This is an optimization exercise on Yosys and OpenROAD, whose aim is small area, a short achievable clock period and few clock cycles per item, not a production implementation.
Only simulation tests tie the RTL to the original design; equivalence was not proved.

## flow/design.v

```verilog
module fp32_mul (
    input  wire        clk,
    input  wire [31:0] a,
    input  wire        ha,
    input  wire [31:0] b,
    input  wire        hb,
    output reg  [31:0] y
);
    wire        ea_m = (a[30:23] == 8'hFF);
    wire        eb_m = (b[30:23] == 8'hFF);
    wire        fa_z = (a[22:0] == 23'd0);
    wire        fb_z = (b[22:0] == 23'd0);
    wire a_zero = ~ha & fa_z;
    wire b_zero = ~hb & fb_z;
    wire a_sub  = ~ha & ~fa_z;
    wire b_sub  = ~hb & ~fb_z;
    wire a_inf  = ea_m & fa_z;
    wire b_inf  = eb_m & fb_z;
    wire a_nan  = ea_m & ~fa_z;
    wire b_nan  = eb_m & ~fb_z;
    wire is_nan  = a_nan | b_nan | (a_inf & b_zero) | (b_inf & a_zero);
    wire is_inf  = a_inf | b_inf;
    wire is_zero = a_zero | b_zero | (a_sub & b_sub);
    wire [23:0] ma = {ha, a[22:0]};
    wire [23:0] mb = {hb, b[22:0]};
    wire [23:0] msub = ha ? mb : ma;
    reg  [4:0]  lz;
    integer i;
    always @(*) begin
        lz = 5'd24;
        for (i = 0; i < 24; i = i + 1)
            if (msub[i]) lz = 5'd23 - i[4:0];
    end
    wire [5:0]  L  = {1'b0, lz};
    wire signed [10:0] e0 = {3'b000, a[30:23]} + {3'b000, b[30:23]} + {10'd0, ~ha} + {10'd0, ~hb} - 11'sd126;
    wire signed [10:0] e1 = e0 - $signed({5'd0, L});
    wire signed [10:0] e1m = e1 - 11'sd1;
    wire signed [10:0] Ls  = $signed({5'd0, L});
    wire signed [10:0] e0o = e0 - 11'sd255;
    wire [10:0] rsh = 11'sd1 - e0;
    reg  [29:0] q0_r, q1_r, q2_r, q3_r;
    reg  [5:0]  L_r, L1_r;
    reg  [7:0]  e1_r, e1m_r;
    reg         n1_r, n2_r, o1_r, o2_r;
    reg         e0pos_r;
    reg  [4:0]  e0m1_r, shr1_r;
    reg         s_r;
    reg  [1:0]  cls_r;    
    always @(posedge clk) begin
        q0_r    <= ma * mb[5:0];
        q1_r    <= ma * mb[11:6];
        q2_r    <= ma * mb[17:12];
        q3_r    <= ma * mb[23:18];
        L_r     <= (L > 6'd24) ? 6'd24 : L;
        L1_r    <= (L > 6'd24) ? 6'd25 : L + 6'd1;
        e1_r    <= e1[7:0];
        e1m_r   <= e1m[7:0];
        n1_r    <= (e0 > Ls);               
        n2_r    <= (e0 > Ls + 11'sd1);      
        o1_r    <= (e0o >= Ls);             
        o2_r    <= (e0o > Ls);              
        e0pos_r <= (e0 >= 11'sd1);
        e0m1_r  <= e0[4:0] - 5'd1;
        shr1_r  <= (e0 >= 11'sd1) ? 5'd0 : (rsh > 11'd31) ? 5'd31 : rsh[4:0];
        s_r     <= a[31] ^ b[31];
        cls_r   <= is_nan ? 2'd3 : is_inf ? 2'd2 : is_zero ? 2'd1 : 2'd0;
    end
    wire [47:0] prod = {q3_r, 18'd0} + {6'd0, q2_r, 12'd0} + {12'd0, q1_r, 6'd0} + {18'd0, q0_r};
    wire [24:0] ptop = prod[47:23];
    wire        top  = ptop[5'd24 - L_r[4:0]];    
    wire        norm = top ? n1_r : n2_r;
    wire [4:0]  shl  = norm ? (top ? L_r[4:0] : L1_r[4:0]) : (e0pos_r ? e0m1_r : 5'd0);
    reg  [47:0] p2_r;
    reg  [4:0]  shl_r, shr_r;
    reg         e0pos2_r, ovf_r, s2_r;
    reg  [7:0]  ef_r;
    reg  [1:0]  cls2_r;
    always @(posedge clk) begin
        p2_r     <= prod;
        shl_r    <= shl;
        shr_r    <= shr1_r;
        e0pos2_r <= e0pos_r;
        ef_r     <= norm ? (top ? e1_r : e1m_r) : 8'd0;
        ovf_r    <= norm & (top ? o1_r : o2_r);
        s2_r     <= s_r;
        cls2_r   <= cls_r;
    end
    wire [47:0] pl  = p2_r << shl_r;
    wire [25:0] wl  = {pl[47:23], |pl[22:0]};
    wire [25:0] w0  = {p2_r[47:23], |p2_r[22:0]};
    wire [51:0] wx  = {w0, 26'd0} >> shr_r;
    wire [25:0] wr  = {wx[51:27], |wx[26:0]};
    wire [25:0] w   = e0pos2_r ? wl : wr;
    wire [23:0] m24 = w[25:2];
    wire        g   = w[1];
    wire        st  = w[0];
    wire [30:0] pk  = {ef_r, m24[22:0]} + {30'd0, g & (st | m24[0])};
    always @(*) begin
        case (cls2_r)
            2'd3:    y = 32'h7FC00000;
            2'd2:    y = {s2_r, 8'hFF, 23'd0};
            2'd1:    y = {s2_r, 31'd0};
            default: y = ovf_r ? {s2_r, 8'hFF, 23'd0} : {s2_r, pk};
        endcase
    end
endmodule
module fp32_add (
    input  wire        clk,
    input  wire [31:0] a,
    input  wire [31:0] b,
    input  wire        sub,
    output reg  [31:0] y
);
    wire [31:0] bb = {b[31] ^ sub, b[30:0]};
    wire a_em = (a[30:23] == 8'hFF);
    wire b_em = (bb[30:23] == 8'hFF);
    wire a_fz = (a[22:0] == 23'd0);
    wire b_fz = (bb[22:0] == 23'd0);
    wire a_inf = a_em & a_fz;
    wire b_inf = b_em & b_fz;
    wire a_nan = a_em & ~a_fz;
    wire b_nan = b_em & ~b_fz;
    wire        swap = (bb[30:0] > a[30:0]);
    wire [31:0] x = swap ? bb : a;
    wire [31:0] z = swap ? a : bb;
    wire        ae_z = (a[30:23] == 8'd0);
    wire        be_z = (bb[30:23] == 8'd0);
    wire [7:0]  ea = {a[30:24], a[23] | ae_z};
    wire [7:0]  eb = {bb[30:24], bb[23] | be_z};
    wire [7:0]  dab = ea - eb;
    wire [7:0]  dba = eb - ea;
    wire        xe_z = swap ? be_z : ae_z;
    wire        ze_z = swap ? ae_z : be_z;
    wire [7:0]  ex = swap ? eb : ea;
    wire [23:0] mx = {~xe_z, x[22:0]};
    wire [23:0] mz = {~ze_z, z[22:0]};
    wire [7:0]  d  = swap ? dba : dab;
    wire [4:0]  sh = (d > 8'd26) ? 5'd27 : d[4:0];
    wire [25:0] mz_hi = {mz, 2'b00} >> sh;
    reg  [23:0] smask;
    integer j;
    always @(*)
        for (j = 0; j < 24; j = j + 1)
            smask[j] = (j + 3 <= sh);
    wire [26:0] mz_al = {mz_hi, |(mz & smask)};
    reg  [23:0] mx_r;
    reg  [26:0] mz_r;
    reg  [7:0]  ex_r;
    reg         sx_r, es_r, zs_r;
    reg  [1:0]  sp_r;    
    always @(posedge clk) begin
        mx_r <= mx;
        mz_r <= mz_al;
        ex_r <= ex;
        sx_r <= x[31];
        es_r <= x[31] ^ z[31];
        zs_r <= a[31] & bb[31];
        sp_r <= (a_nan | b_nan | (a_inf & b_inf & (a[31] ^ bb[31]))) ? 2'd3 :
                (a_inf | b_inf) ? 2'd2 : 2'd0;
    end
    wire [27:0] sum = es_r ? ({1'b0, mx_r, 3'b000} - {1'b0, mz_r})
                           : ({1'b0, mx_r, 3'b000} + {1'b0, mz_r});
    reg [4:0] lz;
    integer i;
    always @(*) begin
        lz = 5'd27;
        for (i = 0; i < 27; i = i + 1)
            if (sum[i]) lz = 5'd26 - i[4:0];
    end
    wire [7:0]  exm1 = ex_r - 8'd1;
    wire [4:0]  shl  = ({3'd0, lz} > exm1) ? exm1[4:0] : lz;
    reg  [27:0] sum_r;
    reg  [4:0]  shl_r;
    reg  [7:0]  ex2_r;
    reg         sx2_r, zs2_r, z2_r;
    reg  [1:0]  sp2_r;
    always @(posedge clk) begin
        sum_r <= sum;
        shl_r <= shl;
        ex2_r <= ex_r;
        sx2_r <= sx_r;
        zs2_r <= zs_r;
        z2_r  <= (sum == 28'd0);
        sp2_r <= sp_r;
    end
    reg  [26:0] r;
    reg  [8:0]  e_res;
    always @(*) begin
        if (sum_r[27]) begin
            r     = {sum_r[27:2], sum_r[1] | sum_r[0]};
            e_res = {1'b0, ex2_r} + 9'd1;
        end else begin
            r     = sum_r[26:0] << shl_r;
            e_res = {1'b0, ex2_r} - {4'd0, shl_r};
        end
    end
    wire [7:0]  ef = r[26] ? e_res[7:0] : 8'd0;
    wire        g  = r[2];
    wire        st = r[1] | r[0];
    wire [30:0] pk = {ef, r[25:3]} + {30'd0, g & (st | r[3])};
    always @(*) begin
        if (sp2_r == 2'd3)
            y = 32'h7FC00000;
        else if (sp2_r == 2'd2)
            y = {sx2_r, 8'hFF, 23'd0};
        else if (z2_r)
            y = {zs2_r, 31'd0};
        else if (e_res >= 9'd255)
            y = {sx2_r, 8'hFF, 23'd0};
        else
            y = {sx2_r, pk};
    end
endmodule
module eq_biquad3 (
    input  wire        clk,
    input  wire        rst,         
    input  wire        coef_we,
    input  wire [3:0]  coef_addr,
    input  wire [31:0] coef_wdata,
    input  wire        clear,
    input  wire        in_valid,
    output reg         in_ready,
    input  wire [31:0] in_data,
    output reg         out_valid,
    output reg  [31:0] out_data
);
    reg [31:0] coef [0:14];
    reg [31:0] s1 [0:2];
    reg [31:0] s2 [0:2];
    reg [31:0] xr;        
    reg [31:0] dr;        
    reg [31:0] ob;        
    reg        ob_h;      
    reg [31:0] cr;        
    reg        cr_h;      
    reg [31:0] br;        
    reg [31:0] p1r;       
    reg [31:0] p2r;       
    reg        w_en;
    reg [3:0]  w_addr;
    reg [31:0] w_data;
    reg        rst_d, clr_d;
    reg [3:0]  ph;
    reg        va, vb;    
    reg        xfull;     
    reg        xbusy;     
    reg [31:0] ar;        
    reg        sel_sub;   
    wire busy   = va | vb;
    wire rdy    = ~(xfull | xbusy);
    wire accept = in_valid & rdy;
    wire       wrap    = busy & (ph == 4'd14);
    wire       start   = busy ? (wrap & (xfull | accept)) : accept;
    wire       va_next = clear ? 1'b0 : (wrap | ~busy) ? start : va;
    wire       vb_next = clear ? 1'b0 : wrap ? va : vb;
    wire [3:0] ph_next = (busy & ~wrap) ? ph + 4'd1 : 4'd0;
    function [3:0] cidx;
        input [3:0] p;
        case (p)
            4'd0:  cidx = 4'd0;    
            4'd1:  cidx = 4'd11;   
            4'd2:  cidx = 4'd12;   
            4'd3:  cidx = 4'd13;   
            4'd4:  cidx = 4'd1;    
            4'd5:  cidx = 4'd14;   
            4'd6:  cidx = 4'd5;    
            4'd7:  cidx = 4'd3;    
            4'd8:  cidx = 4'd2;    
            4'd9:  cidx = 4'd4;    
            4'd10: cidx = 4'd6;    
            4'd11: cidx = 4'd7;    
            4'd12: cidx = 4'd10;   
            4'd13: cidx = 4'd8;    
            default: cidx = 4'd9;  
        endcase
    endfunction
    wire [3:0] cnext = (busy & ~wrap) ? cidx(ph + 4'd1) : 4'd0;
    wire [31:0] mul_y;
    fp32_mul u_mul (.clk(clk), .a(cr), .ha(cr_h), .b(ob), .hb(ob_h), .y(mul_y));
    wire [7:0]  sa = {(ph_next == 4'd2) | (ph_next == 4'd8) | (ph_next == 4'd12),    
                      (ph_next == 4'd1) | (ph_next == 4'd6) | (ph_next == 4'd11),    
                      (ph_next == 4'd10),   
                      (ph_next == 4'd4),    
                      (ph_next == 4'd14),   
                      (ph_next == 4'd0),    
                      (ph_next == 4'd9),    
                      (ph_next == 4'd3)};   
    wire [31:0] ar_next = ({32{sa[0]}} & s1[0]) | ({32{sa[1]}} & s1[1]) |
                          ({32{sa[2]}} & s1[2]) | ({32{sa[3]}} & s2[0]) |
                          ({32{sa[4]}} & s2[1]) | ({32{sa[5]}} & s2[2]) |
                          ({32{sa[6]}} & p1r)   | ({32{sa[7]}} & p2r);
    wire [31:0] add_a = ar;
    wire        b_add = (ph == 4'd3) | (ph == 4'd13);
    wire        b_p2  = (ph == 4'd9) | (ph == 4'd10);
    wire [31:0] br_next = b_add ? add_y : b_p2 ? p2r : mul_y;
    wire [31:0] add_b = br;
    wire [31:0] add_y;
    fp32_add u_add (.clk(clk), .a(add_a), .b(add_b), .sub(sel_sub), .y(add_y));
    wire wr_d   = (ph == 4'd2) | (ph == 4'd5) | (ph == 4'd11);
    wire wr_t   = (ph == 4'd8);     
    wire wr_p1  = (ph == 4'd3) | (ph == 4'd6) | (ph == 4'd12);
    wire wr_p2  = (ph == 4'd4) | (ph == 4'd9) | (ph == 4'd10) | (ph == 4'd13);
    wire wr_s20 = va & (ph == 4'd14);
    wire wr_s21 = vb & (ph == 4'd4);
    wire wr_s22 = vb & (ph == 4'd10);
    wire wr_s10 = vb & (ph == 4'd1);
    wire wr_s11 = vb & (ph == 4'd6);
    wire wr_s12 = vb & (ph == 4'd12);
    wire zap    = rst_d | clr_d;
    wire ux_next = (ph_next == 4'd0) | (ph_next == 4'd4) | (ph_next == 4'd8);
    wire ob_add  = (ph == 4'd2) | (ph == 4'd5) | (ph == 4'd11);    
    function [31:0] coef_rst;
        input [3:0] i;
        case (i)
            4'd0:  coef_rst = 32'h3F7ED167;
            4'd1:  coef_rst = 32'hBFFED167;
            4'd2:  coef_rst = 32'h3F7ED167;
            4'd3:  coef_rst = 32'hBFFED0B4;
            4'd4:  coef_rst = 32'h3F7DA433;
            4'd5:  coef_rst = 32'h3C9255D1;
            4'd6:  coef_rst = 32'h3D1255D1;
            4'd7:  coef_rst = 32'h3C9255D1;
            4'd8:  coef_rst = 32'hBFCB4187;
            4'd9:  coef_rst = 32'h3F28CDC7;
            4'd10: coef_rst = 32'h3F824FC8;
            4'd11: coef_rst = 32'hBFF9344E;
            4'd12: coef_rst = 32'h3F721608;
            4'd13: coef_rst = 32'hBFF9344E;
            default: coef_rst = 32'h3F76B59A;
        endcase
    endfunction
    wire xfull_next = start ? 1'b0 : (accept | xfull);
    wire xbusy_next = start ? 1'b1 : (xbusy & ~(va & (ph == 4'd8)));
    wire [31:0] cr_next = rst_d ? coef_rst(4'd0) :
                          (w_en && w_addr == cnext) ? w_data : coef[cnext];
    wire [31:0] ob_next = ob_add ? add_y : ux_next ? (rdy ? in_data : xr) : dr;
    integer k;
    always @(posedge clk) begin
        w_en   <= coef_we & ~rst & (coef_addr != 4'd15);
        w_addr <= coef_addr;
        w_data <= coef_wdata;
        rst_d  <= rst;
        clr_d  <= clear;
        for (k = 0; k < 15; k = k + 1)
            if (rst_d || (w_en && w_addr == k))
                coef[k] <= rst_d ? coef_rst(k[3:0]) : w_data;
        cr   <= cr_next;
        cr_h <= |cr_next[30:23];
        if (zap | wr_s10) s1[0] <= zap ? 32'd0 : add_y;
        if (zap | wr_s11) s1[1] <= zap ? 32'd0 : add_y;
        if (zap | wr_s12) s1[2] <= zap ? 32'd0 : add_y;
        if (zap | wr_s20) s2[0] <= zap ? 32'd0 : add_y;
        if (zap | wr_s21) s2[1] <= zap ? 32'd0 : add_y;
        if (zap | wr_s22) s2[2] <= zap ? 32'd0 : add_y;
        if (rdy) xr <= in_data;
        if (wr_d)   dr <= add_y;
        out_data <= dr;      
        br <= br_next;
        if (wr_p1)  p1r <= mul_y;
        if (wr_p2 | wr_t) p2r <= wr_t ? add_y : mul_y;
        ob   <= ob_next;
        ob_h <= |ob_next[30:23];
        ar       <= ar_next;
        sel_sub  <= (ph_next == 4'd1) | (ph_next == 4'd6) | (ph_next == 4'd11) |
                    (ph_next == 4'd2) | (ph_next == 4'd8) | (ph_next == 4'd12);
        if (rst) begin
            ph        <= 4'd0;
            va        <= 1'b0;
            vb        <= 1'b0;
            xfull     <= 1'b0;
            xbusy     <= 1'b0;
            in_ready  <= 1'b1;
            out_valid <= 1'b0;
        end else begin
            ph        <= ph_next;
            va        <= va_next;
            vb        <= vb_next;
            out_valid <= vb & (ph == 4'd4);
            xfull    <= xfull_next;
            xbusy    <= xbusy_next;
            in_ready <= ~(xfull_next | xbusy_next);
        end
    end
endmodule
```

## flow/run.sh

```bash
#!/bin/bash
# synth_recipe.tcl (not shown) runs the flow's synth.tcl, then flattens the netlist and writes it again
# the make line also repeats each setting of config.mk as NAME=value (left out here)
make -C /OpenROAD-flow-scripts/flow DESIGN_CONFIG=/design/flow/config.mk WORK_HOME=/design/flow/orfs CLKGATE_MAP_FILE= SYNTH_SCRIPT=/design/flow/synth_recipe.tcl finish
```

## flow/config.mk

```make
export PLATFORM = sky130hd
export DESIGN_NAME = eq_biquad3
export DESIGN_NICKNAME = eq_biquad3
export VERILOG_FILES = /design/flow/design.v
export SDC_FILE = /design/flow/constraint.sdc
export NUM_CORES = 4
export LEC_CHECK = 0
export CAP_MARGIN = 50
export CORE_MARGIN = 2
export CORE_UTILIZATION = 62
export CTS_BUF_LIST = sky130_fd_sc_hd__clkbuf_8
export PLACE_DENSITY = 0.78
export SLEW_MARGIN = 60
```

## flow/constraint.sdc

```tcl
create_clock -name core_clock -period 22.0 [get_ports {clk}]
set_input_delay 4.4000 -clock core_clock [delete_from_list [all_inputs] [get_ports {clk}]]
set_output_delay 4.4000 -clock core_clock [all_outputs]
set_load 0.01 [all_outputs]
```

==> results of run 1 <==
==> logic make-up after synthesis <==
kind of cell             count (synthesis)  synth area share, %
XOR/XNOR                               259                 2.84
buffers and inverters                 1036                 5.04
other                                    1              0.00470
flip-flops                            1357                 43.7
multiplexers                           372                 6.97
AND/OR/NAND/NOR                       2225                 13.0
AO/OA/AOI/OAI                         1442                 12.5
adder cells (fa/ha/maj)                773                 15.9
==> through the flow <==
stage          setup WS [ns]  hold WS, ns  std cells  cell area (sq um)  utilization [%]
2_1_floorplan          16.25        0.310       7465              79700                -
3_3_place_gp           15.30        0.310       8968              82700             64.9
3_5_place_dp           15.32        0.312       8982              83200             65.3
4_1_cts                15.34        0.299       9382              87700             68.8
5_1_grt                15.36        0.310       9389              88000             69.0
6_report               15.37        0.297       9393              88000             69.0
==> worst reg2reg max path: stages, from the launching register on <==
cell	delay, ns
sky130_fd_sc_hd__dfxtp_1	0.43
sky130_fd_sc_hd__buf_4	0.41
sky130_fd_sc_hd__and2_1	0.26
sky130_fd_sc_hd__fa_1	0.42
sky130_fd_sc_hd__inv_1	0.09
sky130_fd_sc_hd__fa_1	0.44
sky130_fd_sc_hd__fa_1	0.54
sky130_fd_sc_hd__inv_1	0.04
sky130_fd_sc_hd__ha_1	0.33
sky130_fd_sc_hd__a21oi_1	0.32
sky130_fd_sc_hd__nand2b_1	0.19
sky130_fd_sc_hd__a21oi_1	0.12
sky130_fd_sc_hd__a2111o_1	0.42
sky130_fd_sc_hd__nand2_1	0.08
sky130_fd_sc_hd__o21ai_0	0.16
sky130_fd_sc_hd__o41a_1	0.39
sky130_fd_sc_hd__a41o_1	0.27
sky130_fd_sc_hd__o211ai_1	0.30
sky130_fd_sc_hd__o2111ai_1	0.18
sky130_fd_sc_hd__a21oi_1	0.20
sky130_fd_sc_hd__xnor2_1	0.16
==> worst paths after layout <==
check | cells past startpoint | to | slack, ns
worst max-delay path | 1 | in_ready | 15.37
worst min-delay path | 0 | u_mul.p2_r[1] | 0.30
worst max register to register | 20 | u_mul.q0_r[28] | 16.07
worst min register to register | 0 | u_mul.p2_r[1] | 0.30
==> state kept, by name (all words and copies together) (netlist names), 24 cells and up <==
name,count
u_mul.p2_r,48
cr,32
ob,32
out_data,32
p1r,32
ar,32
u_mul.q2_r,30
dr,32
u_add.mz_r,27
u_add.sum_r,28
u_mul.q3_r,30
u_mul.q0_r,30
p2r,32
coef,480
s1,96
u_mul.q1_r,30
xr,32
w_data,32
br,32
s2,96
u_add.mx_r,24
==> cell type report <==
type,count,area (sq um)
inverter,629,2370
sequential,1357,34900
clock buffer,251,3450
tap,1662,2080
fill,9251,39600
timing repair buffer,267,2390
clock inverter,149,1010
multi-input combinational,5072,41800
antenna,6,15.0
==> routing by layer <==
layer  part of all wire [%]  wire, um  GRT usage, %
met1                     38     95900          52.4
met4                    4.3     10900          14.8
met5                  0.068       172             0
met2                     43    109000          56.5
met3                     14     35300          11.8
==> layout by cell type (no fill, tap or decap), drive strengths merged, types with 34 or more instances in the layout <==
master,synthesis,routed
a211oi,56,56
a21o,65,65
a21oi,324,324
a221oi,43,43
a222oi,96,96
a22o,34,34
a22oi,155,155
a31oi,34,34
and2,143,143
and3,42,42
buf,74,157
clkbuf,333,255
clkdlybuf4s50,0,105
clkinv,2,58
dfxtp,589,589
edfxtp,768,768
fa,400,400
ha,373,373
inv,627,707
mux2,69,69
mux2i,165,165
mux4,138,138
nand2,898,898
nand2b,43,43
nand3,167,167
nand4,79,79
nor2,441,441
nor2b,94,94
nor3,134,134
nor4,52,52
o21a,40,40
o21ai,263,263
o21bai,36,36
o22ai,34,34
o31ai,36,36
or2,43,43
xnor2,185,185
xor2,74,74
==> results.py, run 1 <==
metrics = {
    "yosys": {
        "synth-seq-cells": 1357,
        "yosys_warnings": 6,
        "synth.cells.most_frequent": "897 x sky130_fd_sc_hd__nand2_1, 768 x sky130_fd_sc_hd__edfxtp_1, 624 x sky130_fd_sc_hd__inv_1, 589 x sky130_fd_sc_hd__dfxtp_1, 439 x sky130_fd_sc_hd__nor2_1",
        "synthCells": 7465,
        "biggest_area_consumer_among_synthesized_cells": "sky130_fd_sc_hd__edfxtp_1",
        "synthDistinctLibCells": 109,
        "syn_nets": 8311,
        "synth_edf_count": 768,
        "avgSynthCellArea_sq_um": 10.7,
        "ys_dominant_reg_cell": "sky130_fd_sc_hd__edfxtp_1",
        "synth-async-reset-ratio_pct": 0,
        "yosysTopAreaCellShare_pct": 28.9,
        "netlist_top_cells_area": "sky130_fd_sc_hd__edfxtp_1 29%, sky130_fd_sc_hd__dfxtp_1 15%, sky130_fd_sc_hd__fa_1 10%",
        "ys_seq_area_share_pct": 43.7,
        "synthMostInstantiatedCell": "sky130_fd_sc_hd__nand2_1",
        "netlist_area_sq_mm": 0.0797,
    },
    "clock_tree": {
        "cts.root.buffer_cell": "sky130_fd_sc_hd__clkbuf_8",
        "clock_latency_late_sink_ns": 0.99,
        "holdBufCountCts": 0,
        "cts.clk_slew.worst_paths_ns": 0.06,
        "cts_buffer_depth": 3,
        "tritoncts": "built",
        "postCtsResizedCells": 0,
        "cts_made_buffers": 212,
        "ctsHtreeMaxLevel": 4,
        "numClockSinks": 1357,
        "cts.repair_timing.setup_buffer_count": 0,
    },
    "outcome": {
        "run_status": "complete, no violations",
    },
    "critical_path": {
        "worstPathCellList": "clkdlybuf4s50_1",
        "worst_r2r_startpoint": "ob[0]",
        "crit_path_top_delay_cell": "sky130_fd_sc_hd__clkdlybuf4s50_1",
        "timing.critical_path.from": "in_ready",
        "crit_path_end_kind": "output port",
        "delay_of_the_slowest_critical_path_stage_ns": 0.66,
        "critical_path_class": "flop to output port",
        "setup.worst_path.start_class": "flop",
        "timing.critical_path.buf_inv": 1,
        "crit_path_max_fanout": 1,
        "crit_arrival_ns": 2.23,
        "cp.required_ns": 17.60,
        "timing.critical_path.max_delay_family": "buffers and inverters",
    },
    "final_layout": {
        "area.growth.synth_to_final_pct": 10.3,
        "num-nets-final": 8385,
        "layout-drive-gt1-share_pct": 11.8,
    },
    "global_routing": {
        "grt_pass1_vias": 61418,
        "overflow": 0,
        "global_route_wire_length_before_repair_um": 375000,
        "grt_start_max_net_pins": 88,
        "global_route.usage.total_pct": 38.1,
        "initial_antenna_violation_count": 15,
    },
    "route": {
        "drt.antenna.violating_nets": 0,
        "first_iteration_detailed_routing_drc_count": 9074,
        "via_per_inst": 6.64,
        "detailroute.via_count": 62361,
        "remaining_drc_errors": 0,
        "detail_route.wirelength_um": 251000,
        "routedWlPerCell_um": 26.7,
        "detailedRoute.firstPassIterationCount": 10,
    },
    "place": {
        "io_buffer_count": 106,
        "globalplace.congestion": 0.999,
        "dp.final_hpwl_um": 174000,
    },
    "floorplanning": {
        "design.die.area_sq_mm": 0.132,
        "die_height_um": 363,
        "io-pin-count": 107,
        "starting_density_pct": 62.5,
        "die_width_um": 363,
        "design.core.area_sq_mm": 0.128,
        "rows": 131,
    },
    "sta": {
        "slew_headroom_pct": 52.4,
        "layout_worst_path_cycle_share_pct": 30.2,
        "max_clock_freq_mhz": 151,
        "layout_min_cycle_time_ns": 6.63,
        "fin_tns_setup_ns": 0,
        "drv_slew": 0,
        "hold_violations": 0,
        "setup_viol": 0,
        "finalClockSkew_ns": 0.0697,
        "grt_setup_unrepaired": "no",
        "worst-slew-pin-transition_ns": 0.707,
    },
    "flow_run": {
        "drv_cap": 0,
    },
    "worst_hold_path": {
        "worst_min_path_class": "flop to flop",
        "min_from": "u_mul.q0_r[1]",
    },
}
Testbench counts, summed over its fixed seeds: cycles 123,328, items 8,192.
==> run 2: changes to the inputs <==
--- a/flow/config.mk
+++ b/flow/config.mk
@@ -8,6 +8,5 @@
 export CAP_MARGIN = 50
 export CORE_MARGIN = 2
 export CORE_UTILIZATION = 62
-export CTS_BUF_LIST = sky130_fd_sc_hd__clkbuf_8
 export PLACE_DENSITY = 0.78
 export SLEW_MARGIN = 60
==> run 2 against run 1 <==
Net effect: still clean on timing, DRC and antenna; first-iteration DRC count rose by 3.5%; utilization grew 0.29 points; synthesized cell count did not move; largest cell class unchanged; fmax up 3.1%.
==> results.py, run 2 <==
metrics = {
    "sta": {
        "grt_setup_unrepaired": "no",
        "layout_worst_path_cycle_share_pct": 29.2,
        "layout_min_cycle_time_ns": 6.43,
        "drv_slew": 0,
        "final.hold.worst_slack_ns": 0.309,
        "slew_headroom_pct": 54.3,
        "finalClockSkew_ns": 0.0525,
        "hold_violations": 0,
        "setup_viol": 0,
        "fin_tns_setup_ns": 0,
        "max_clock_freq_mhz": 155,
        "worst-slew-pin-transition_ns": 0.678,
    },
    "yosys": {
        "synth-async-reset-ratio_pct": 0,
        "synth-seq-cells": 1357,
        "synthMostInstantiatedCell": "sky130_fd_sc_hd__nand2_1",
        "netlist_area_sq_mm": 0.0797,
        "synthCells": 7465,
        "ys_seq_area_share_pct": 43.7,
        "biggest_area_consumer_among_synthesized_cells": "sky130_fd_sc_hd__edfxtp_1",
        "synthDistinctLibCells": 109,
        "avgSynthCellArea_sq_um": 10.7,
        "ys_dominant_reg_cell": "sky130_fd_sc_hd__edfxtp_1",
        "synth.cells.most_frequent": "897 x sky130_fd_sc_hd__nand2_1, 768 x sky130_fd_sc_hd__edfxtp_1, 624 x sky130_fd_sc_hd__inv_1, 589 x sky130_fd_sc_hd__dfxtp_1, 439 x sky130_fd_sc_hd__nor2_1",
        "netlist_top_cells_area": "sky130_fd_sc_hd__edfxtp_1 29%, sky130_fd_sc_hd__dfxtp_1 15%, sky130_fd_sc_hd__fa_1 10%",
        "yosys_warnings": 6,
        "yosysTopAreaCellShare_pct": 28.9,
        "synth_edf_count": 768,
        "syn_nets": 8311,
    },
    "final_layout": {
        "largest_register_ffs": 480,
        "post-route-cell-area_sq_mm": 0.0883,
        "post_layout_nonfiller_instances": 9251,
        "most-common-layout-cells": "890 x sky130_fd_sc_hd__nand2_1, 768 x sky130_fd_sc_hd__edfxtp_1, 619 x sky130_fd_sc_hd__inv_1, 575 x sky130_fd_sc_hd__dfxtp_1, 415 x sky130_fd_sc_hd__nor2_1",
        "largestRegisters": "coef (480), s1 (96), s2 (96)",
        "layout-drive-gt1-share_pct": 10.8,
        "area.growth.synth_to_final_pct": 10.8,
        "largest-register": "coef",
        "final_standard_cell_utilization_of_the_core_pct": 69.3,
        "final_common_cell": "sky130_fd_sc_hd__nand2_1",
        "num-nets-final": 8316,
    },
    "route": {
        "drt.antenna.violating_nets": 0,
        "remaining_drc_errors": 0,
        "via_per_inst": 6.75,
        "detailroute.via_count": 62437,
        "detailedRoute.firstPassIterationCount": 10,
        "routedWlPerCell_um": 27.3,
        "first_iteration_detailed_routing_drc_count": 9392,
        "detail_route.wirelength_um": 253000,
    },
    "critical_path": {
        "timing.critical_path.max_delay_family": "buffers and inverters",
        "delay_of_the_slowest_critical_path_stage_ns": 0.65,
        "crit_path_top_delay_cell": "sky130_fd_sc_hd__clkdlybuf4s50_1",
        "timing.reg2reg.setup_slack_ns": 16.06,
        "cp.required_ns": 17.60,
        "crit_path_max_fanout": 1,
        "worstPathCellList": "clkdlybuf4s50_1",
        "crit_arrival_ns": 2.03,
        "setup.worst_path.start_class": "flop",
        "crit_path_end_kind": "output port",
        "timing.critical_path.buf_inv": 1,
        "critical_path_class": "flop to output port",
    },
    "clock_tree": {
        "cts_buffer_depth": 3,
        "cts.clk_slew.worst_paths_ns": 0.06,
        "postCtsResizedCells": 0,
        "holdBufCountCts": 0,
        "cts_made_buffers": 140,
        "numClockSinks": 1357,
        "cts.root.buffer_cell": "sky130_fd_sc_hd__clkbuf_16",
        "clock_latency_late_sink_ns": 0.81,
        "tritoncts": "built",
        "cts.repair_timing.setup_buffer_count": 0,
        "ctsHtreeMaxLevel": 4,
    },
    "floorplanning": {
        "die_width_um": 363,
        "rows": 131,
        "design.die.area_sq_mm": 0.132,
        "starting_density_pct": 62.5,
        "io-pin-count": 107,
        "design.core.area_sq_mm": 0.128,
        "die_height_um": 363,
    },
    "flow_run": {
        "drv_cap": 0,
    },
    "worst_hold_path": {
        "worst_min_path_class": "flop to flop",
    },
    "place": {
        "dp.final_hpwl_um": 174000,
        "placed_cells_incl_taps": 8982,
        "io_buffer_count": 106,
        "dpl-instance-area_sq_mm": 0.0832,
        "globalplace.congestion": 0.999,
    },
    "global_routing": {
        "grt_pass1_vias": 61380,
        "grt_start_max_net_pins": 88,
        "global_route.usage.total_pct": 38.4,
        "global_route_wire_length_before_repair_um": 379000,
        "overflow": 0,
        "initial_antenna_violation_count": 17,
    },
    "outcome": {
        "run_status": "complete, no violations",
    },
}
[run 2: path summary, 6_finish.rpt]
check | from | to | depth (start not counted)
hold / removal | u_mul.q0_r[1] | u_mul.p2_r[1] | 0
setup reg to reg | u_add.mz_r[3] | u_add.shl_r[0] | 22
setup / recovery | in_ready | in_ready | 1
hold reg to reg | u_mul.q0_r[1] | u_mul.p2_r[1] | 0
[run 2: kinds of logic (layout without fill, tap and decap cells)]
group	Yosys count	after routing	share of synthesized area, %
AO/OA/AOI/OAI	1442	1442	12.5
XOR/XNOR	259	259	2.84
adder cells (fa/ha/maj)	773	773	15.9
buffers and inverters	1036	1157	5.04
flip-flops	1357	1357	43.7
multiplexers	372	372	6.97
other	1	4	0.00470
AND/OR/NAND/NOR	2225	2225	13.0
[run 2: per-stage QoR]
| step | setup slack, ns |
|---|---|
| CTS | 15.53 |
| finish | 15.57 |
| detailed placement | 15.32 |
| global placement | 15.30 |
| global route | 15.54 |
| floorplan | 16.25 |
[run 2: per-layer routing]
layer | GRT usage, % | vias to the layer above | share of wire (%)
met4 | 15.4 | 6 | 4.5
met1 | 53.1 | 30687 | 38
met2 | 57.2 | 4365 | 43
li1 | - | 26697 | -
met3 | 10.9 | 682 | 14
met5 | 0 | - | 0.013
[run 2: final cells by class]
| type | count | area [sq um] |
|---|---|---|
| clock buffer | 196 | 3990 |
| inverter | 629 | 2370 |
| tap | 1662 | 2080 |
| sequential | 1357 | 34900 |
| multi-input combinational | 5072 | 41800 |
| antenna | 3 | 7.51 |
| clock inverter | 62 | 806 |
| timing repair buffer | 270 | 2450 |
| fill | 9113 | 39200 |
==> run 3: changes to the inputs <==
--- a/flow/config.mk
+++ b/flow/config.mk
@@ -7,6 +7,6 @@
 export LEC_CHECK = 0
 export CAP_MARGIN = 50
 export CORE_MARGIN = 2
-export CORE_UTILIZATION = 62
-export PLACE_DENSITY = 0.78
+export CORE_UTILIZATION = 55
+export PLACE_DENSITY = 0.72
 export SLEW_MARGIN = 60
==> run 3 against run 2 <==
Net effect: utilization shrank 7.6 points; flip-flop and latch count is the same; register-to-register slack lost 0.02 ns; via count shrank 2.8%; final area grew 0.37%; largest cell class unchanged; highest routed layer unchanged.
==> results.py, run 3 <==
metrics = {
    "final_layout": {
        "multi_input_comb_area_sq_mm": 0.0416,
        "largest_register_ffs": 480,
        "final.fill_count": 11293,
        "final_common_cell": "sky130_fd_sc_hd__nand2_1",
        "largest-register": "coef",
        "most-common-layout-cells": "885 x sky130_fd_sc_hd__nand2_1, 768 x sky130_fd_sc_hd__edfxtp_1, 619 x sky130_fd_sc_hd__inv_1, 576 x sky130_fd_sc_hd__dfxtp_1, 417 x sky130_fd_sc_hd__nor2_1",
        "area.growth.synth_to_final_pct": 11.2,
        "largestRegisters": "coef (480), s1 (96), s2 (96)",
        "num-nets-final": 8308,
        "layout-drive-gt1-share_pct": 10.6,
        "regArea_sq_mm": 0.0349,
    },
    "global_routing": {
        "overflow": 0,
        "global_route_wire_length_before_repair_um": 363000,
        "global_route.usage.total_pct": 32.2,
        "initial_antenna_violation_count": 9,
        "grt_pass1_vias": 59725,
        "grt_start_max_net_pins": 91,
    },
    "sta": {
        "slew_headroom_pct": 56.5,
        "grt_setup_unrepaired": "no",
        "layout_worst_path_cycle_share_pct": 28.2,
        "worst-slew-pin-transition_ns": 0.646,
        "layout_min_cycle_time_ns": 6.21,
        "fin_tns_setup_ns": 0,
        "drv_slew": 0,
        "hold_violations": 0,
        "max_clock_freq_mhz": 161,
        "setup_viol": 0,
        "post-route-worst-setup-slack_ns": 15.79,
        "finalClockSkew_ns": 0.0774,
    },
    "route": {
        "first_iteration_detailed_routing_drc_count": 7718,
        "detailedRoute.firstPassIterationCount": 12,
        "via_per_inst": 6.39,
        "detail_route.wirelength_um": 239000,
        "drt.antenna.violating_nets": 0,
        "detailroute.via_count": 60660,
        "remaining_drc_errors": 0,
        "routedWlPerCell_um": 25.1,
    },
    "critical_path": {
        "crit_path_end_kind": "output port",
        "timing.critical_path.buf_inv": 1,
        "timing.critical_path.max_delay_family": "buffers and inverters",
        "delay_of_the_slowest_critical_path_stage_ns": 0.59,
        "setup.worst_path.start_class": "flop",
        "worstPathCellList": "clkdlybuf4s50_1",
        "crit_arrival_ns": 1.81,
        "cp.required_ns": 17.60,
        "critical_path_class": "flop to output port",
        "crit_path_max_fanout": 1,
        "crit_path_top_delay_cell": "sky130_fd_sc_hd__clkdlybuf4s50_1",
    },
    "yosys": {
        "netlist_top_cells_area": "sky130_fd_sc_hd__edfxtp_1 29%, sky130_fd_sc_hd__dfxtp_1 15%, sky130_fd_sc_hd__fa_1 10%",
        "yosys_warnings": 6,
        "yosysTopAreaCellShare_pct": 28.9,
        "synthDistinctLibCells": 109,
        "synth.cells.most_frequent": "897 x sky130_fd_sc_hd__nand2_1, 768 x sky130_fd_sc_hd__edfxtp_1, 624 x sky130_fd_sc_hd__inv_1, 589 x sky130_fd_sc_hd__dfxtp_1, 439 x sky130_fd_sc_hd__nor2_1",
        "synthMostInstantiatedCell": "sky130_fd_sc_hd__nand2_1",
        "synth-async-reset-ratio_pct": 0,
        "synth_edf_count": 768,
        "synthCells": 7465,
        "ys_dominant_reg_cell": "sky130_fd_sc_hd__edfxtp_1",
        "avgSynthCellArea_sq_um": 10.7,
        "netlist_area_sq_mm": 0.0797,
        "syn_nets": 8311,
        "ys_seq_area_share_pct": 43.7,
        "synth-seq-cells": 1357,
        "biggest_area_consumer_among_synthesized_cells": "sky130_fd_sc_hd__edfxtp_1",
    },
    "clock_tree": {
        "cts.clk_slew.worst_paths_ns": 0.06,
        "postCtsResizedCells": 0,
        "clock_latency_late_sink_ns": 0.82,
        "numClockSinks": 1357,
        "cts_buffer_depth": 3,
        "tritoncts": "built",
        "holdBufCountCts": 0,
        "cts.root.buffer_cell": "sky130_fd_sc_hd__clkbuf_16",
        "cts_made_buffers": 141,
        "cts.repair_timing.setup_buffer_count": 0,
        "ctsHtreeMaxLevel": 4,
    },
    "worst_hold_path": {
        "worst_min_path_class": "flop to flop",
    },
    "outcome": {
        "run_status": "complete, no violations",
    },
    "place": {
        "globalplace.congestion": 0.952,
        "io_buffer_count": 106,
        "place_ws_ns": 15.77,
        "dp.final_hpwl_um": 165000,
    },
    "floorplanning": {
        "die_height_um": 385,
        "die_width_um": 385,
        "design.core.area_sq_mm": 0.144,
        "io-pin-count": 107,
        "design.die.area_sq_mm": 0.148,
        "starting_density_pct": 55.4,
        "rows": 139,
    },
    "flow_run": {
        "drv_cap": 0,
    },
}
-- run 3: cell counts after synthesis --
Identical to the previous run, type by type.
-- run 3: routing by layer --
metal	vias to the layer above	GRT usage [%]	share of wire, %
met2	3669	50.2	45
met1	29704	44.5	40
met4	4	11.6	3.9
li1	26672	-	-
met5	-	0	0.0096
met3	611	6.86	11
-- run 3: cell families (layout without fill, tap and decap cells) --
| group | count (synthesis) | after routing | synth area share, % |
|---|---|---|---|
| AO/OA/AOI/OAI | 1442 | 1442 | 12.5 |
| XOR/XNOR | 259 | 259 | 2.84 |
| adder cells (fa/ha/maj) | 773 | 773 | 15.9 |
| buffers and inverters | 1036 | 1151 | 5.04 |
| flip-flops | 1357 | 1357 | 43.7 |
| multiplexers | 372 | 372 | 6.97 |
| other | 1 | 4 | 0.00470 |
| AND/OR/NAND/NOR | 2225 | 2225 | 13.0 |
-- run 3: path summary, 6_finish.rpt --
path | slack [ns] | depth (start not counted) | end | startpoint
hold reg to reg | 0.32 | 0 | u_mul.shr_r[0] | u_mul.shr1_r[0]
setup / recovery | 15.79 | 1 | in_ready | in_ready
setup reg to reg | 16.04 | 23 | u_add.shl_r[3] | u_add.mz_r[3]
hold / removal | 0.32 | 0 | u_mul.shr_r[0] | u_mul.shr1_r[0]
-- run 3: per-stage QoR --
stage               hold WS, ns  cell area [sq um]  util (%)  instances
finish                    0.322              88700      61.6       9486
global route              0.328              88700      61.6       9483
CTS                       0.325              88400      61.5       9475
floorplan                 0.310              79700         -       7465
global placement          0.312              83000      57.7       9207
detailed placement        0.312              83400      58.0       9214
-- run 3: cell type report --
cell class                      instances  share of cell area [%]
Antenna cell                            3                 0.00847
Clock buffer                          198                    4.48
Clock inverter                         63                    1.23
Inverter                              629                    2.67
Multi-Input combinational cell       5072                    47.0
Sequential cell                      1357                    39.3
Tap cell                             1903                    2.69
Timing Repair Buffer                  261                    2.63
==> run 4: changes to the inputs <==
--- a/flow/config.mk
+++ b/flow/config.mk
@@ -8,5 +8,7 @@
 export CAP_MARGIN = 50
 export CORE_MARGIN = 2
 export CORE_UTILIZATION = 55
+export CTS_CLUSTER_DIAMETER = 50
+export CTS_CLUSTER_SIZE = 16
 export PLACE_DENSITY = 0.72
 export SLEW_MARGIN = 60
==> run 4 against run 3 <==
Net effect: utilization shrank 0.35 points; synthesized area unchanged; critical path type unchanged; synthesized cell count unchanged; still clean; die area did not move.
==> results.py, run 4 <==
metrics = {
    "place": {
        "dp.final_hpwl_um": 165000,
        "io_buffer_count": 106,
        "globalplace.congestion": 0.952,
        "placed_cells_incl_taps": 9214,
    },
    "critical_path": {
        "setup.worst_path.start_class": "flop",
        "delay_of_the_slowest_critical_path_stage_ns": 0.60,
        "crit_path_end_kind": "output port",
        "cp.required_ns": 17.60,
        "crit_arrival_ns": 1.82,
        "crit_path_top_delay_cell": "sky130_fd_sc_hd__clkdlybuf4s50_1",
        "timing.critical_path.max_delay_family": "buffers and inverters",
        "worstPathCellList": "clkdlybuf4s50_1",
        "timing.critical_path.buf_inv": 1,
        "critical_path_class": "flop to output port",
        "crit_path_max_fanout": 1,
    },
    "floorplanning": {
        "starting_density_pct": 55.4,
        "die_height_um": 385,
        "design.core.area_sq_mm": 0.144,
        "rows": 139,
        "io-pin-count": 107,
        "die_width_um": 385,
        "design.die.area_sq_mm": 0.148,
    },
    "clock_tree": {
        "ctsHtreeMaxLevel": 4,
        "tritoncts": "built",
        "postCtsResizedCells": 0,
        "cts.repair_timing.setup_buffer_count": 0,
        "numClockSinks": 1357,
        "cts.clk_slew.worst_paths_ns": 0.07,
        "clock_latency_late_sink_ns": 0.81,
        "cts_buffer_depth": 3,
        "cts_made_buffers": 134,
        "cts.root.buffer_cell": "sky130_fd_sc_hd__clkbuf_16",
        "holdBufCountCts": 0,
    },
    "yosys": {
        "synth-async-reset-ratio_pct": 0,
        "netlist_top_cells_area": "sky130_fd_sc_hd__edfxtp_1 29%, sky130_fd_sc_hd__dfxtp_1 15%, sky130_fd_sc_hd__fa_1 10%",
        "syn_nets": 8311,
        "yosys_warnings": 6,
        "synth-compound-area-share_pct": 12.5,
        "synthCells": 7465,
        "synth_top_family_by_area": "adder cells",
        "biggest_area_consumer_among_synthesized_cells": "sky130_fd_sc_hd__edfxtp_1",
        "avgSynthCellArea_sq_um": 10.7,
        "ys_seq_area_share_pct": 43.7,
        "synth_edf_count": 768,
        "ys_dominant_reg_cell": "sky130_fd_sc_hd__edfxtp_1",
        "post_synth_and_or_nand_nor_area_fraction_pct": 13.0,
        "synth-seq-cells": 1357,
        "synth.cells.most_frequent": "897 x sky130_fd_sc_hd__nand2_1, 768 x sky130_fd_sc_hd__edfxtp_1, 624 x sky130_fd_sc_hd__inv_1, 589 x sky130_fd_sc_hd__dfxtp_1, 439 x sky130_fd_sc_hd__nor2_1",
        "area_share_of_fa_ha_maj_cells_after_synthesis_pct": 15.9,
        "yosysTopAreaCellShare_pct": 28.9,
        "netlist_area_sq_mm": 0.0797,
        "synth_xor_area_share_pct": 2.84,
        "synthDistinctLibCells": 109,
        "synthMuxAreaShare_pct": 6.97,
        "synthMostInstantiatedCell": "sky130_fd_sc_hd__nand2_1",
    },
    "sta": {
        "worst-slew-pin-transition_ns": 0.662,
        "layout_min_cycle_time_ns": 6.22,
        "finalClockSkew_ns": 0.0645,
        "drv_slew": 0,
        "setup_viol": 0,
        "final.hold.worst_slack_ns": 0.322,
        "fin_tns_setup_ns": 0,
        "max_clock_freq_mhz": 161,
        "grt_setup_unrepaired": "no",
        "layout_worst_path_cycle_share_pct": 28.3,
        "slew_headroom_pct": 55.4,
        "hold_violations": 0,
    },
    "worst_hold_path": {
        "worst_min_path_class": "flop to flop",
    },
    "final_layout": {
        "post_layout_nonfiller_instances": 9473,
        "num-nets-final": 8303,
        "layout-drive-gt1-share_pct": 10.5,
        "most-common-layout-cells": "885 x sky130_fd_sc_hd__nand2_1, 768 x sky130_fd_sc_hd__edfxtp_1, 618 x sky130_fd_sc_hd__inv_1, 576 x sky130_fd_sc_hd__dfxtp_1, 416 x sky130_fd_sc_hd__nor2_1",
        "largestRegisters": "coef (480), s1 (96), s2 (96)",
        "final.fill_count": 11364,
        "area.growth.synth_to_final_pct": 10.6,
        "largest_register_ffs": 480,
        "largest-register": "coef",
        "final_common_cell": "sky130_fd_sc_hd__nand2_1",
    },
    "route": {
        "via_per_inst": 6.40,
        "first_iteration_detailed_routing_drc_count": 7652,
        "routedWlPerCell_um": 25.2,
        "detailroute.via_count": 60662,
        "drt.antenna.violating_nets": 0,
        "detail_route.wirelength_um": 238000,
        "detailedRoute.firstPassIterationCount": 13,
        "remaining_drc_errors": 0,
    },
    "global_routing": {
        "grt_start_max_net_pins": 91,
        "initial_antenna_violation_count": 10,
        "grt_pass1_vias": 59593,
        "overflow": 0,
        "global_route.usage.total_pct": 32.1,
        "global_route_wire_length_before_repair_um": 362000,
    },
    "outcome": {
        "run_status": "complete, no violations",
    },
    "flow_run": {
        "drv_cap": 0,
    },
}
-- run 4: cell counts after synthesis --
No cell type changed its count.
-- run 4: cell families (layout without fill, tap and decap cells) --
group,count (synthesis),after routing
multiplexers,372,372
AO/OA/AOI/OAI,1442,1442
flip-flops,1357,1357
buffers and inverters,1036,1139
XOR/XNOR,259,259
other,1,3
AND/OR/NAND/NOR,2225,2225
adder cells (fa/ha/maj),773,773
-- run 4: worst paths after layout --
path | startpoint | to | slack (ns) | cells past startpoint
setup reg to reg | u_add.mz_r[3] | u_add.shl_r[3] | 16.00 | 23
hold reg to reg | u_mul.shr1_r[2] | u_mul.shr_r[2] | 0.32 | 0
hold / removal | u_mul.shr1_r[2] | u_mul.shr_r[2] | 0.32 | 0
setup / recovery | in_ready | in_ready | 15.78 | 1
-- run 4: cell type report --
cell class              count  area [sq um]  share of cell area, %
well taps                1903          2380                   2.70
clock inverters            68           887                   1.01
inverters                 629          2370                   2.69
repair buffers            263          2360                   2.68
multi-input cells        5072         41600                   47.2
clock buffers             179          3650                   4.14
diodes                      2          5.00                0.00568
flip-flops and latches   1357         34900                   39.6
-- run 4: metrics by stage --
step	util [%]	area, sq um	worst slack [ns]
finish	61.3	88200	15.78
global placement	57.7	83000	15.74
global route	61.3	88200	15.67
detailed placement	58.0	83400	15.77
floorplan	-	79700	16.25
CTS	61.1	87900	15.78
-- run 4: routing by layer --
layer  GRT usage (%)  part of all wire (%)
met3            6.93                    12
met4            11.8                   3.8
met5               0                 0.015
met1            44.3                    40
met2            50.0                    45
==> run 5: changes to the inputs <==
==> flow/config.mk (replaced) <==
export PLATFORM = sky130hd
export DESIGN_NAME = eq_biquad3
export DESIGN_NICKNAME = eq_biquad3
export VERILOG_FILES = /design/flow/design.v
export SDC_FILE = /design/flow/constraint.sdc
export NUM_CORES = 4
export LEC_CHECK = 0
export CAP_MARGIN = 35
export CORE_MARGIN = 2
export CORE_UTILIZATION = 55
export PLACE_DENSITY = 0.72
export SLEW_MARGIN = 45
==> run 5 against run 4 <==
Net effect: critical path depth rose by 20; routed wire length hardly changed; worst hold slack better by 0.0027 ns; global-route usage barely moved; first-iteration DRC count about the same; register-to-register slack lost 0.24 ns; critical path type is now flop to flop; clock skew rose by 0.0040 ns; utilization is essentially flat; worst setup slack got worse by 0.024 ns; critical endpoint is now u_add.shl_r[0]; still clean on timing, DRC and antenna.
==> results.py, run 5 <==
metrics = {
    "critical_path": {
        "crit_arrival_ns": 6.90,
        "crit_path_max_fanout": 8,
        "critical_path_class": "flop to flop",
        "worstSetupPathDepth": 21,
        "timing.critical_path.max_delay_family": "compound AO/OA/AOI/OAI gates",
        "timing.critical_path.from": "u_add.mz_r[3]",
        "delay_of_the_slowest_critical_path_stage_ns": 0.49,
        "crit_path_top_delay_cell": "sky130_fd_sc_hd__a221oi_1",
        "worstPathCellList": "ha_1 -> fa_1 -> nor2b_1 -> o21a_1 -> o311a_1 -> o41a_1 -> a221oi_1 -> a211oi_1 -> o211ai_1 -> a211oi_1 -> o31ai_1 -> xor2_1 -> or3_1 -> or3b_2 -> nor2_1 -> ha_1 -> a21oi_1 -> nor2b_1 -> o211ai_1 -> inv_1 -> o31a_1",
        "worst_r2r_path_depth": 21,
        "worst_r2r_startpoint": "u_add.mz_r[3]",
        "crit_path_end_kind": "flop",
        "cp.required_ns": 22.66,
        "setup.worst_path.start_class": "flop",
        "timing.critical_path.buf_inv": 1,
        "critical_path.endpoint": "u_add.shl_r[0]",
        "timing.reg2reg.setup_slack_ns": 15.76,
        "critical_path.reg2reg.endpoint": "u_add.shl_r[0]",
    },
    "yosys": {
        "synth_xor_area_share_pct": 2.84,
        "synthMuxAreaShare_pct": 6.97,
        "synth.cells.most_frequent": "897 x sky130_fd_sc_hd__nand2_1, 768 x sky130_fd_sc_hd__edfxtp_1, 624 x sky130_fd_sc_hd__inv_1, 589 x sky130_fd_sc_hd__dfxtp_1, 439 x sky130_fd_sc_hd__nor2_1",
        "synthDistinctLibCells": 109,
        "synth-seq-cells": 1357,
        "netlist_area_sq_mm": 0.0797,
        "synth-compound-area-share_pct": 12.5,
        "post_synth_and_or_nand_nor_area_fraction_pct": 13.0,
        "synth_edf_count": 768,
        "synthMostInstantiatedCell": "sky130_fd_sc_hd__nand2_1",
        "synthCells": 7465,
        "syn_nets": 8311,
        "ys_dominant_reg_cell": "sky130_fd_sc_hd__edfxtp_1",
        "yosysTopAreaCellShare_pct": 28.9,
        "ys_seq_area_share_pct": 43.7,
        "area_share_of_fa_ha_maj_cells_after_synthesis_pct": 15.9,
        "synth_top_family_by_area": "adder cells",
        "synth-async-reset-ratio_pct": 0,
        "biggest_area_consumer_among_synthesized_cells": "sky130_fd_sc_hd__edfxtp_1",
        "yosys_warnings": 6,
        "avgSynthCellArea_sq_um": 10.7,
        "netlist_top_cells_area": "sky130_fd_sc_hd__edfxtp_1 29%, sky130_fd_sc_hd__dfxtp_1 15%, sky130_fd_sc_hd__fa_1 10%",
    },
    "final_layout": {
        "final.fill_count": 11383,
        "final_common_cell": "sky130_fd_sc_hd__nand2_1",
        "largest_register_ffs": 480,
        "layout-drive-gt1-share_pct": 9.82,
        "largest-register": "coef",
        "num-nets-final": 8296,
        "largestRegisters": "coef (480), s1 (96), s2 (96)",
        "most-common-layout-cells": "892 x sky130_fd_sc_hd__nand2_1, 768 x sky130_fd_sc_hd__edfxtp_1, 620 x sky130_fd_sc_hd__inv_1, 581 x sky130_fd_sc_hd__dfxtp_1, 420 x sky130_fd_sc_hd__nor2_1",
        "area.growth.synth_to_final_pct": 10.5,
    },
    "sta": {
        "grt_setup_unrepaired": "no",
        "setup_viol": 0,
        "finalClockSkew_ns": 0.0685,
        "post-route-worst-setup-slack_ns": 15.76,
        "hold_violations": 0,
        "max_clock_freq_mhz": 160,
        "drv_slew": 0,
        "slew_headroom_pct": 42.8,
        "layout_min_cycle_time_ns": 6.24,
        "final.hold.worst_slack_ns": 0.325,
        "layout_worst_path_cycle_share_pct": 28.4,
        "fin_tns_setup_ns": 0,
        "worst-slew-pin-transition_ns": 0.849,
    },
    "clock_tree": {
        "cts.clk_slew.worst_paths_ns": 0.06,
        "clock_latency_late_sink_ns": 0.82,
        "tritoncts": "built",
        "holdBufCountCts": 0,
        "cts_buffer_depth": 3,
        "ctsHtreeMaxLevel": 4,
        "cts_made_buffers": 142,
        "cts.root.buffer_cell": "sky130_fd_sc_hd__clkbuf_16",
        "numClockSinks": 1357,
        "postCtsResizedCells": 0,
        "cts.repair_timing.setup_buffer_count": 0,
    },
    "floorplanning": {
        "rows": 139,
        "design.core.area_sq_mm": 0.144,
        "die_height_um": 385,
        "die_width_um": 385,
        "design.die.area_sq_mm": 0.148,
        "io-pin-count": 107,
        "starting_density_pct": 55.4,
    },
    "route": {
        "routedWlPerCell_um": 25.2,
        "drt.antenna.violating_nets": 0,
        "first_iteration_detailed_routing_drc_count": 7646,
        "via_per_inst": 6.44,
        "detailedRoute.firstPassIterationCount": 9,
        "detail_route.wirelength_um": 238000,
        "detailroute.via_count": 60995,
        "remaining_drc_errors": 0,
    },
    "global_routing": {
        "initial_antenna_violation_count": 6,
        "grt_pass1_vias": 59724,
        "global_route.usage.total_pct": 32.1,
        "global_route_wire_length_before_repair_um": 363000,
        "grt_start_max_net_pins": 91,
        "overflow": 0,
    },
    "place": {
        "io_buffer_count": 106,
        "dp.final_hpwl_um": 165000,
        "place_ws_ns": 15.74,
        "globalplace.congestion": 0.952,
    },
    "worst_hold_path": {
        "worst_min_path_class": "flop to flop",
    },
    "outcome": {
        "run_status": "complete, no violations",
    },
    "flow_run": {
        "drv_cap": 0,
    },
}
## run 5: logic make-up after synthesis
group	Yosys count
compound gates	1442
fa+ha+maj	773
mux	372
other cells	1
simple gates	2225
buf+inv	1036
xor+xnor	259
flops	1357
## run 5: worst min path at each step
| stage | startpoint | endpoint | slack [ns] | cells after the start |
|---|---|---|---|---|
| after global placement | u_mul.s_r | u_mul.s2_r | 0.31 | 0 |
| after global routing | u_mul.shr1_r[2] | u_mul.shr_r[2] | 0.33 | 0 |
| after floorplan | u_add.sp_r[0] | u_add.sp2_r[0] | 0.31 | 0 |
| after CTS | u_mul.q0_r[0] | u_mul.p2_r[0] | 0.33 | 0 |
| after detailed placement | u_add.sx_r | u_add.sx2_r | 0.31 | 0 |
| final | u_mul.q0_r[0] | u_mul.p2_r[0] | 0.32 | 0 |
## run 5: cell type report
type / instances / area, sq um / area share, %
tap: 1903 / 2380 / 2.70
inverter: 629 / 2360 / 2.68
sequential: 1357 / 34900 / 39.6
antenna: 4 / 10.0 / 0.0114
clock inverter: 65 / 957 / 1.09
timing repair buffer: 248 / 2140 / 2.43
clock buffer: 199 / 3990 / 4.53
multi-input combinational: 5072 / 41400 / 47.0
## run 5: routing by layer
metal  wire length (um)  track usage (%)  vias up
met4               9430             12.1        4
met1              94800             44.4    29980
met3              27500             7.31      607
li1                   -                -    26671
met2             107000             49.6     3733
met5                 30                0        -
## run 5: per-stage QoR
stage / cells / util (%) / area, sq um
2_1_floorplan: 7465 / - / 79700
4_1_cts: 9473 / 61.2 / 88000
3_3_place_gp: 9207 / 57.7 / 83000
5_1_grt: 9473 / 61.2 / 88100
6_report: 9477 / 61.3 / 88100
3_5_place_dp: 9209 / 57.8 / 83100

[separate check: timing with driven ports]
The results above use ideal ports. As a check the final layouts listed here were re-extracted and re-timed, cells and wires unchanged. Step 1 (the two cells are an assumption about what drives the block):
set clk [get_ports {clk}]
set_driving_cell -lib_cell sky130_fd_sc_hd__clkbuf_16 $clk
set_driving_cell -lib_cell sky130_fd_sc_hd__buf_2 [delete_from_list [all_inputs] $clk]
Step 2, shift: input delay + t, output delay - t, t = (earliest + latest rising clock arrival at the registers) / 2. This alone moves slack from input paths to output paths. a / b / c = ideal / step 1 / step 2; a / b = the first two.
| run | shift t [ns] | slack for setup (ns) | worst hold slack (ns) | latest minus earliest clock arrival (ns) | worst register clock-pin slew, ns |
|---|---|---|---|---|---|
| run 1 | 1.039 | 15.366 / 15.287 / 15.261 | 0.297 / 0.297 / 0.297 | 0.071 / 0.072 | 0.08 / 0.08 |
| run 2 | 0.863 | 15.566 / 15.487 / 15.270 | 0.309 / 0.309 / 0.309 | 0.054 / 0.053 | 0.07 / 0.07 |
| run 3 | 0.869 | 15.792 / 15.705 / 15.762 | 0.322 / 0.322 / 0.322 | 0.081 / 0.081 | 0.07 / 0.07 |
| run 4 | 0.859 | 15.780 / 15.697 / 15.795 | 0.322 / 0.322 / 0.322 | 0.069 / 0.069 | 0.07 / 0.07 |
| run 5 | 0.868 | 15.755 / 15.677 / 15.747 | 0.325 / 0.325 / 0.325 | 0.072 / 0.072 | 0.07 / 0.07 |
After both steps every run listed still meets setup and hold. The setup slack of run 2, which loses most, moves by -0.079 ns with the drivers and by -0.296 ns with both steps.
